What follows belongs to an exercise in optimizing a design on an open flow for small area, a short achievable clock period and few clock cycles per item; a production flow would make more cautious choices. Function was checked by simulation only, so behaviour that the tests miss may differ from the original. Power and IR drop assume default switching activity.

==> inputs of run R <==
// fft_butterfly
module fft_butterfly #(
    parameter PRE_IN = 1
) (
    input  wire        clk,
    input  wire        rst,         
    input  wire        in_valid,
    output wire        in_ready,
    input  wire [31:0] w_re,
    input  wire [31:0] w_im,
    input  wire [31:0] a_re,
    input  wire [31:0] a_im,
    input  wire [31:0] b_re,
    input  wire [31:0] b_im,
    output wire        out_valid,
    output wire [31:0] y0_re,
    output wire [31:0] y0_im,
    output wire [31:0] y1_re,
    output wire [31:0] y1_im
);
==> module fpm_pre, before the edit <==
module fpm_pre (
    input  wire [31:0] x,
    output wire        s,
    output wire        nan,
    output wire        inf,
    output wire        zero,
    output reg  [9:0]  ex,
    output reg  [23:0] m
);
    wire [7:0]  e = x[30:23];
    wire [22:0] f = x[22:0];
    assign s    = x[31];
    assign nan  = (e == 8'hFF) && (f != 23'd0);
    assign inf  = (e == 8'hFF) && (f == 23'd0);
    assign zero = (e == 8'h00) && (f == 23'd0);
    wire [5:0] lz6;
    lzc32 u_lz (.x({1'b0, f, 8'd0}), .n(lz6));
    wire [4:0] lz = lz6[4:0];
    always @(*) begin
        if (e != 8'h00) begin
            m  = {1'b1, f};
            ex = {2'b00, e};
        end else begin
            m  = {1'b0, f} << lz;
            ex = 10'd1 - {5'd0, lz};
        end
    end
endmodule
==> module fadd_norm, before the edit <==
module fadd_norm #(
    parameter NOLEFT = 0,         
    parameter SHIFTED = 0         
) (
    input  wire [7:0]  ex,
    input  wire [27:0] s,
    input  wire [4:0]  sh_in,
    output reg  [9:0]  e,         
    output reg  [23:0] m,
    output wire        is_zero
);
    assign is_zero = (s == 28'd0);
    wire [4:0] sh = NOLEFT ? 5'd0 : sh_in;
    wire [9:0] ex0 = {2'b00, ex};
    wire [9:0] ex1 = ex0 + 10'd1;
    wire [9:0] ex2 = ex0 + 10'd2;
    wire [9:0] el0 = ex0 - {5'd0, sh};
    wire [9:0] el1 = ex1 - {5'd0, sh};
    wire [26:0] n   = SHIFTED ? s[26:0] : s[27] ? {s[27:2], s[1] | s[0]} : (s[26:0] << sh);
    wire        rnd = n[2] & (n[1] | n[0] | n[3]);
    wire [24:0] mr  = {1'b0, n[26:3]} + {24'd0, rnd};
    always @(*) begin
        case ({s[27], mr[24]})
            2'b00:   e = el0;
            2'b01:   e = el1;
            2'b10:   e = ex1;
            default: e = ex2;
        endcase
        m = {mr[24] | mr[23], mr[22:0]};
    end
endmodule
==> module fdual_a2, before the edit <==
module fdual_a2 (
    input  wire [7:0]  ex,
    input  wire [26:0] xs,
    input  wire [26:0] zs,
    output wire [27:0] sum,
    output wire [26:0] dif,
    output wire [4:0]  sh
);
    wire        co_s, co_d;
    wire [27:0] dif28;
    wire [27:0] sum28;
    padd_sk28 u_sum (.a({1'b0, xs}), .b({1'b0, zs}),  .ci(1'b0), .s(sum28), .co(co_s));
    assign sum = {sum28[27], sum28[27] ? {sum28[27:2], sum28[1] | sum28[0]} : sum28[26:0]};
    padd_sk28 u_dif (.a({1'b0, xs}), .b(~{1'b0, zs}), .ci(1'b1), .s(dif28), .co(co_d));
    fadd_lz   u_lz  (.ex(ex), .s(dif28), .sh(sh));
    assign dif = dif28[26:0] << sh;
endmodule
Settings: LEC_CHECK=0, ABC_CLOCK_PERIOD_IN_PS=16000, CAP_MARGIN=20, CORE_MARGIN=2, CORE_UTILIZATION=50, SETUP_SLACK_MARGIN=5, SLEW_MARGIN=20; clock period 20.0 ns.
run.sh (not shown) runs the stock make flow with config.mk's settings and CLKGATE_MAP_FILE= SYNTH_SCRIPT=/design/flow/synth_recipe.tcl, a recipe that flattens the netlist after the stock synthesis.
==> run A (differences from run R) <==
--- a/flow/design.v
+++ b/flow/design.v
@@ -16,12 +16,14 @@
     wire [5:0] lz6;
     lzc32 u_lz (.x({1'b0, f, 8'd0}), .n(lz6));
     wire [4:0] lz = lz6[4:0];
+    wire [26:0] msh;
+    shl27 u_shl (.x({1'b0, f, 3'b000}), .sh(lz), .y(msh));
     always @(*) begin
         if (e != 8'h00) begin
             m  = {1'b1, f};
             ex = {2'b00, e};
         end else begin
-            m  = {1'b0, f} << lz;
+            m  = msh[26:3];
             ex = 10'd1 - {5'd0, lz};
         end
     end
@@ -4508,7 +4510,9 @@
     wire [9:0] ex2 = ex0 + 10'd2;
     wire [9:0] el0 = ex0 - {5'd0, sh};
     wire [9:0] el1 = ex1 - {5'd0, sh};
-    wire [26:0] n   = SHIFTED ? s[26:0] : s[27] ? {s[27:2], s[1] | s[0]} : (s[26:0] << sh);
+    wire [26:0] nl;
+    shl27 u_shl (.x(s[26:0]), .sh(sh), .y(nl));
+    wire [26:0] n   = SHIFTED ? s[26:0] : s[27] ? {s[27:2], s[1] | s[0]} : nl;
     wire        rnd = n[2] & (n[1] | n[0] | n[3]);
     wire [24:0] mr  = {1'b0, n[26:3]} + {24'd0, rnd};
     always @(*) begin
@@ -4629,7 +4633,7 @@
     assign sum = {sum28[27], sum28[27] ? {sum28[27:2], sum28[1] | sum28[0]} : sum28[26:0]};
     padd_sk28 u_dif (.a({1'b0, xs}), .b(~{1'b0, zs}), .ci(1'b1), .s(dif28), .co(co_d));
     fadd_lz   u_lz  (.ex(ex), .s(dif28), .sh(sh));
-    assign dif = dif28[26:0] << sh;
+    shl27     u_shl (.x(dif28[26:0]), .sh(sh), .y(dif));
 endmodule
 module fdual_b (
     input  wire        sgn_add,
@@ -4708,6 +4712,17 @@
     wire        s0 = sh[0] & l1[0];
     assign y = {l0[26:1], l0[0] | s0 | s1 | s2 | s3 | s4};
 endmodule
+module shl27 (
+    input  wire [26:0] x,
+    input  wire [4:0]  sh,
+    output wire [26:0] y
+);
+    wire [26:0] l4 = sh[4] ? {x[10:0],  16'd0} : x;
+    wire [26:0] l3 = sh[3] ? {l4[18:0],  8'd0} : l4;
+    wire [26:0] l2 = sh[2] ? {l3[22:0],  4'd0} : l3;
+    wire [26:0] l1 = sh[1] ? {l2[24:0],  2'd0} : l2;
+    assign      y  = sh[0] ? {l1[25:0],  1'd0} : l1;
+endmodule
 module fft_butterfly #(
     parameter PRE_IN = 1
 ) (
==> flow/flow/run.sh (new file) <==
#!/bin/bash
set -euo pipefail
REPAIR_MARGIN=14.5
bash standard.sh synth > synth.log 2>&1
bash standard.sh SETUP_SLACK_MARGIN=$REPAIR_MARGIN "BUFFER_PORTS_ARGS=-buffer_cell sky130_fd_sc_hd__buf_4" finish > layout.log 2>&1
==> flow/standard.sh (new file) <==
#!/bin/bash
# synth_recipe.tcl (not shown) runs the flow's synth.tcl, then flattens the netlist and writes it again
# the make line also repeats each setting of config.mk as NAME=value (left out here)
make -C /OpenROAD-flow-scripts/flow DESIGN_CONFIG=/design/flow/config.mk WORK_HOME=/design/flow/orfs CLKGATE_MAP_FILE= SYNTH_SCRIPT=/design/flow/synth_recipe.tcl "${@:-finish}"
- CORE_UTILIZATION: 50 -> 55
- SETUP_SLACK_MARGIN: 5 -> default
- TNS_END_PERCENT: default -> 10
removed: flow/run.sh
==> run P (differences from run R) <==
--- a/flow/design.v
+++ b/flow/design.v
@@ -16,12 +16,14 @@
     wire [5:0] lz6;
     lzc32 u_lz (.x({1'b0, f, 8'd0}), .n(lz6));
     wire [4:0] lz = lz6[4:0];
+    wire [26:0] msh;
+    shl27 u_shl (.x({1'b0, f, 3'b000}), .sh(lz), .y(msh));
     always @(*) begin
         if (e != 8'h00) begin
             m  = {1'b1, f};
             ex = {2'b00, e};
         end else begin
-            m  = {1'b0, f} << lz;
+            m  = msh[26:3];
             ex = 10'd1 - {5'd0, lz};
         end
     end
@@ -4508,7 +4510,9 @@
     wire [9:0] ex2 = ex0 + 10'd2;
     wire [9:0] el0 = ex0 - {5'd0, sh};
     wire [9:0] el1 = ex1 - {5'd0, sh};
-    wire [26:0] n   = SHIFTED ? s[26:0] : s[27] ? {s[27:2], s[1] | s[0]} : (s[26:0] << sh);
+    wire [26:0] nl;
+    shl27 u_shl (.x(s[26:0]), .sh(sh), .y(nl));
+    wire [26:0] n   = SHIFTED ? s[26:0] : s[27] ? {s[27:2], s[1] | s[0]} : nl;
     wire        rnd = n[2] & (n[1] | n[0] | n[3]);
     wire [24:0] mr  = {1'b0, n[26:3]} + {24'd0, rnd};
     always @(*) begin
@@ -4629,7 +4633,7 @@
     assign sum = {sum28[27], sum28[27] ? {sum28[27:2], sum28[1] | sum28[0]} : sum28[26:0]};
     padd_sk28 u_dif (.a({1'b0, xs}), .b(~{1'b0, zs}), .ci(1'b1), .s(dif28), .co(co_d));
     fadd_lz   u_lz  (.ex(ex), .s(dif28), .sh(sh));
-    assign dif = dif28[26:0] << sh;
+    shl27     u_shl (.x(dif28[26:0]), .sh(sh), .y(dif));
 endmodule
 module fdual_b (
     input  wire        sgn_add,
@@ -4708,6 +4712,17 @@
     wire        s0 = sh[0] & l1[0];
     assign y = {l0[26:1], l0[0] | s0 | s1 | s2 | s3 | s4};
 endmodule
+module shl27 (
+    input  wire [26:0] x,
+    input  wire [4:0]  sh,
+    output wire [26:0] y
+);
+    wire [26:0] l4 = sh[4] ? {x[10:0],  16'd0} : x;
+    wire [26:0] l3 = sh[3] ? {l4[18:0],  8'd0} : l4;
+    wire [26:0] l2 = sh[2] ? {l3[22:0],  4'd0} : l3;
+    wire [26:0] l1 = sh[1] ? {l2[24:0],  2'd0} : l2;
+    assign      y  = sh[0] ? {l1[25:0],  1'd0} : l1;
+endmodule
 module fft_butterfly #(
     parameter PRE_IN = 1
 ) (
==> flow/flow/run.sh (new file) <==
#!/bin/bash
set -euo pipefail
REPAIR_MARGIN=14
bash standard.sh synth > synth.log 2>&1
bash standard.sh SETUP_SLACK_MARGIN=$REPAIR_MARGIN "BUFFER_PORTS_ARGS=-buffer_cell sky130_fd_sc_hd__buf_4" finish > layout.log 2>&1
==> flow/standard.sh (new file) <==
#!/bin/bash
# synth_recipe.tcl (not shown) runs the flow's synth.tcl, then flattens the netlist and writes it again
# the make line also repeats each setting of config.mk as NAME=value (left out here)
make -C /OpenROAD-flow-scripts/flow DESIGN_CONFIG=/design/flow/config.mk WORK_HOME=/design/flow/orfs CLKGATE_MAP_FILE= SYNTH_SCRIPT=/design/flow/synth_recipe.tcl "${@:-finish}"
- CORE_UTILIZATION: 50 -> 60
- SETUP_SLACK_MARGIN: 5 -> default
- TNS_END_PERCENT: default -> 10
removed: flow/run.sh
==> run_results.csv <==
group,metric,value,unit
synth,synth_commonest_cells,"inv_1 (3,012), fa_1 (1,992), and2_1 (1,764), nand2_1 (1,752), dfxtp_1 (1,651)",
floorplanning,die-area,281000,um2
floorplanning,core,276000,um2
global_route,grt_max_degree,128,
status,outcome,"finished clean",
floorplanning,die_h,530,um
critical_path,cp.required,20.66,ns
route,drt_first_iter_violations,12300,
cts,post_cts_resized,17,
final_layout,syn2layout_area_growth,7.34,%
-- figures above: run P

==> run_results.csv <==
group,metric,value,unit
status,outcome,"finished clean",
cts,post_cts_resized,264,
global_route,grt_max_degree,128,
floorplanning,die_h,554,um
floorplanning,core,300000,um2
route,drt_first_iter_violations,12900,
floorplanning,die-area,307000,um2
final_layout,syn2layout_area_growth,10.5,%
synth,synth_commonest_cells,"inv_1 (3,012), fa_1 (1,992), and2_1 (1,764), nand2_1 (1,752), dfxtp_1 (1,651)",
critical_path,cp.required,16.00,ns
final_layout,final-clk-cell-share,3.49,%
-- figures above: run A

==> run_results.csv <==
group,metric,value,unit
pwr,power_density,195,nW/um2
status,outcome,"finished clean",
route,drt_first_iter_violations,10600,
cts,post_cts_resized,0,
final_layout,syn2layout_area_growth,8.25,%
floorplanning,die_h,581,um
global_route,grt_max_degree,126,
floorplanning,core,331000,um2
synth,synth_commonest_cells,"inv_1 (3,032), fa_1 (1,992), nand2_1 (1,797), and2_1 (1,780), dfxtp_1 (1,651)",
critical_path,cp.required,20.73,ns
-- figures above: run R

Testbench counts of run R, summed over its fixed seeds: cycles 18,054, items 18,000.
Testbench counts of run A, summed over its fixed seeds: cycles 18,054, items 18,000.
Testbench counts of run P, summed over its fixed seeds: cycles 18,054, items 18,000.

==> job 2737 <==
Starting RTL as in the previous note.
Settings: LEC_CHECK=0, ABC_CLOCK_PERIOD_IN_PS=16000, CAP_MARGIN=20, CORE_MARGIN=2, CORE_UTILIZATION=50, SLEW_MARGIN=20, TNS_END_PERCENT=10; clock period 20.0 ns.
standard.sh (not shown) runs the stock make flow with config.mk's settings and CLKGATE_MAP_FILE= SYNTH_SCRIPT=/design/flow/synth_recipe.tcl, a recipe that flattens the netlist after the stock synthesis.
==> flow/flow/run.sh <==
#!/bin/bash
set -euo pipefail
REPAIR_MARGIN=13.5
bash standard.sh synth > synth.log 2>&1
bash standard.sh SETUP_SLACK_MARGIN=$REPAIR_MARGIN finish > layout.log 2>&1
==> job 5577: changes against job 2737 <==
--- a/flow/design.v
+++ b/flow/design.v
@@ -18,2 +18,4 @@
     wire [4:0] lz = lz6[4:0];
+    wire [26:0] msh;
+    shl27 u_shl (.x({1'b0, f, 3'b000}), .sh(lz), .y(msh));
     always @(*) begin
@@ -23,3 +25,3 @@
         end else begin
-            m  = {1'b0, f} << lz;
+            m  = msh[26:3];
             ex = 10'd1 - {5'd0, lz};
@@ -4510,3 +4512,5 @@
     wire [9:0] el1 = ex1 - {5'd0, sh};
-    wire [26:0] n   = SHIFTED ? s[26:0] : s[27] ? {s[27:2], s[1] | s[0]} : (s[26:0] << sh);
+    wire [26:0] nl;
+    shl27 u_shl (.x(s[26:0]), .sh(sh), .y(nl));
+    wire [26:0] n   = SHIFTED ? s[26:0] : s[27] ? {s[27:2], s[1] | s[0]} : nl;
     wire        rnd = n[2] & (n[1] | n[0] | n[3]);
@@ -4631,3 +4635,3 @@
     fadd_lz   u_lz  (.ex(ex), .s(dif28), .sh(sh));
-    assign dif = dif28[26:0] << sh;
+    shl27     u_shl (.x(dif28[26:0]), .sh(sh), .y(dif));
 endmodule
@@ -4710,2 +4714,13 @@
 endmodule
+module shl27 (
+    input  wire [26:0] x,
+    input  wire [4:0]  sh,
+    output wire [26:0] y
+);
+    wire [26:0] l4 = sh[4] ? {x[10:0],  16'd0} : x;
+    wire [26:0] l3 = sh[3] ? {l4[18:0],  8'd0} : l4;
+    wire [26:0] l2 = sh[2] ? {l3[22:0],  4'd0} : l3;
+    wire [26:0] l1 = sh[1] ? {l2[24:0],  2'd0} : l2;
+    assign      y  = sh[0] ? {l1[25:0],  1'd0} : l1;
+endmodule
 module fft_butterfly #(
==> flow/flow/run.sh (replaced) <==
#!/bin/bash
set -euo pipefail
REPAIR_MARGIN=14
bash standard.sh synth > synth.log 2>&1
bash standard.sh SETUP_SLACK_MARGIN=$REPAIR_MARGIN "BUFFER_PORTS_ARGS=-buffer_cell sky130_fd_sc_hd__buf_4" finish > layout.log 2>&1
==> job 8496: changes against job 2737 <==
--- a/flow/design.v
+++ b/flow/design.v
@@ -18,2 +18,4 @@
     wire [4:0] lz = lz6[4:0];
+    wire [26:0] msh;
+    shl27 u_shl (.x({1'b0, f, 3'b000}), .sh(lz), .y(msh));
     always @(*) begin
@@ -23,3 +25,3 @@
         end else begin
-            m  = {1'b0, f} << lz;
+            m  = msh[26:3];
             ex = 10'd1 - {5'd0, lz};
@@ -4510,3 +4512,5 @@
     wire [9:0] el1 = ex1 - {5'd0, sh};
-    wire [26:0] n   = SHIFTED ? s[26:0] : s[27] ? {s[27:2], s[1] | s[0]} : (s[26:0] << sh);
+    wire [26:0] nl;
+    shl27 u_shl (.x(s[26:0]), .sh(sh), .y(nl));
+    wire [26:0] n   = SHIFTED ? s[26:0] : s[27] ? {s[27:2], s[1] | s[0]} : nl;
     wire        rnd = n[2] & (n[1] | n[0] | n[3]);
@@ -4631,3 +4635,3 @@
     fadd_lz   u_lz  (.ex(ex), .s(dif28), .sh(sh));
-    assign dif = dif28[26:0] << sh;
+    shl27     u_shl (.x(dif28[26:0]), .sh(sh), .y(dif));
 endmodule
@@ -4710,2 +4714,13 @@
 endmodule
+module shl27 (
+    input  wire [26:0] x,
+    input  wire [4:0]  sh,
+    output wire [26:0] y
+);
+    wire [26:0] l4 = sh[4] ? {x[10:0],  16'd0} : x;
+    wire [26:0] l3 = sh[3] ? {l4[18:0],  8'd0} : l4;
+    wire [26:0] l2 = sh[2] ? {l3[22:0],  4'd0} : l3;
+    wire [26:0] l1 = sh[1] ? {l2[24:0],  2'd0} : l2;
+    assign      y  = sh[0] ? {l1[25:0],  1'd0} : l1;
+endmodule
 module fft_butterfly #(
--- a/flow/flow/run.sh
+++ b/flow/flow/run.sh
@@ -2,3 +2,3 @@
 set -euo pipefail
-REPAIR_MARGIN=13.5
+REPAIR_MARGIN=14
 bash standard.sh synth > synth.log 2>&1
==> flow_metrics.tcl <==
set metrics [dict create \
    r2r.worst_path.cells 16 \
    yosysUniqueCellTypes 122 \
    synth_compound_area_frac 0.121 \
    cp_cell_sequence "clkdlybuf4s50_1, nor4_2, nand2_1, nor4_1, o32a_1, buf_8, mux2_2, and3_1, a21oi_1, nor2_1, a21oi_1, o21ai_0" \
    synth_xor_area_frac 0.0392 \
    total_power_mw 35.3 \
    status "complete, no violations" \
]
That was job 2737.
==> flow_metrics.tcl <==
set metrics [dict create \
    dieArea_um2 337000 \
    end_kind "register" \
    synth_xor_area_frac 0.0380 \
    avgViaCountPerCell 5.72 \
    status "complete, no violations" \
    synth_fa_ha_area_frac 0.301 \
    async_flop_share 0 \
    yosysUniqueCellTypes 121 \
    total_power_mw 34.6 \
    r2r.worst_path.cells 19 \
    crit_type "register to register" \
    cp_cell_sequence "fa_1, inv_1, fa_1, nand2b_1, a21o_1, a31oi_4, buf_4, a31oi_1, a31oi_1, xnor2_1, a22oi_1, a22oi_1, mux2i_1, a221oi_1, nor4_4, nand4_4, or3_4, a21oi_1, o41ai_1" \
]
That was job 5577.
==> flow_metrics.tcl <==
set metrics [dict create \
    status "complete, no violations" \
    cp_cell_sequence "fa_1, inv_1, fa_1, nor2b_1, o21ai_1, and2_1, fa_1, xor2_1, nand2_1, nor4_1, nand4_1, or4b_2, nor3_1, a21oi_1, a2111oi_0, o221ai_1, a31oi_1, o22ai_1" \
    yosysUniqueCellTypes 121 \
    r2r.worst_path.cells 18 \
    synth_xor_area_frac 0.0380 \
    total_power_mw 34.6 \
]
That was job 8496.
Testbench counts of job 2737, summed over its fixed seeds: cycles 18,054, items 18,000.
Testbench counts of job 5577, summed over its fixed seeds: cycles 18,054, items 18,000.
Testbench counts of job 8496, summed over its fixed seeds: cycles 18,054, items 18,000.

[separate check: timing with driven ports]
The flow's constraints put no driver on any port. The routed layouts listed below were extracted and timed again, unchanged, in two steps.
Step 1: set_driving_cell puts a clkbuf_16 on clk and a buf_2 on each other input, an assumption about the parent block.
Step 2 times the ports against the registers' clock, not the clock port: input delays grow and output delays shrink by t, the midpoint of the rising clock arrivals with the driver on.
Three values: ideal, step 1, step 2; two values: the first two.
run | t, ns | setup WS [ns] | worst setup path at the end | slew at the worst register clock pin (ns)
run R | 0.985 | 12.485 / 12.584 / 11.599 | input to register | 0.08 / 0.08
run A | 0.962 | 14.421 / 14.314 / 13.552 | input to register | 0.08 / 0.08
run P | 0.964 | 13.980 / 13.980 / 13.161 | input to register | 0.07 / 0.07
job 2737 | 0.948 | 13.492 / 13.526 / 12.622 | input to register | 0.07 / 0.07
job 5577 | 1.013 | 14.034 / 14.034 / 13.136 | input to register | 0.07 / 0.07
job 8496 | 1.014 | 13.917 / 13.815 / 12.801 | input to register | 0.07 / 0.07
After both steps every run listed still meets setup and hold. The setup slack of job 8496, which loses most, moves by -0.102 ns with the drivers and by -1.116 ns with both steps.
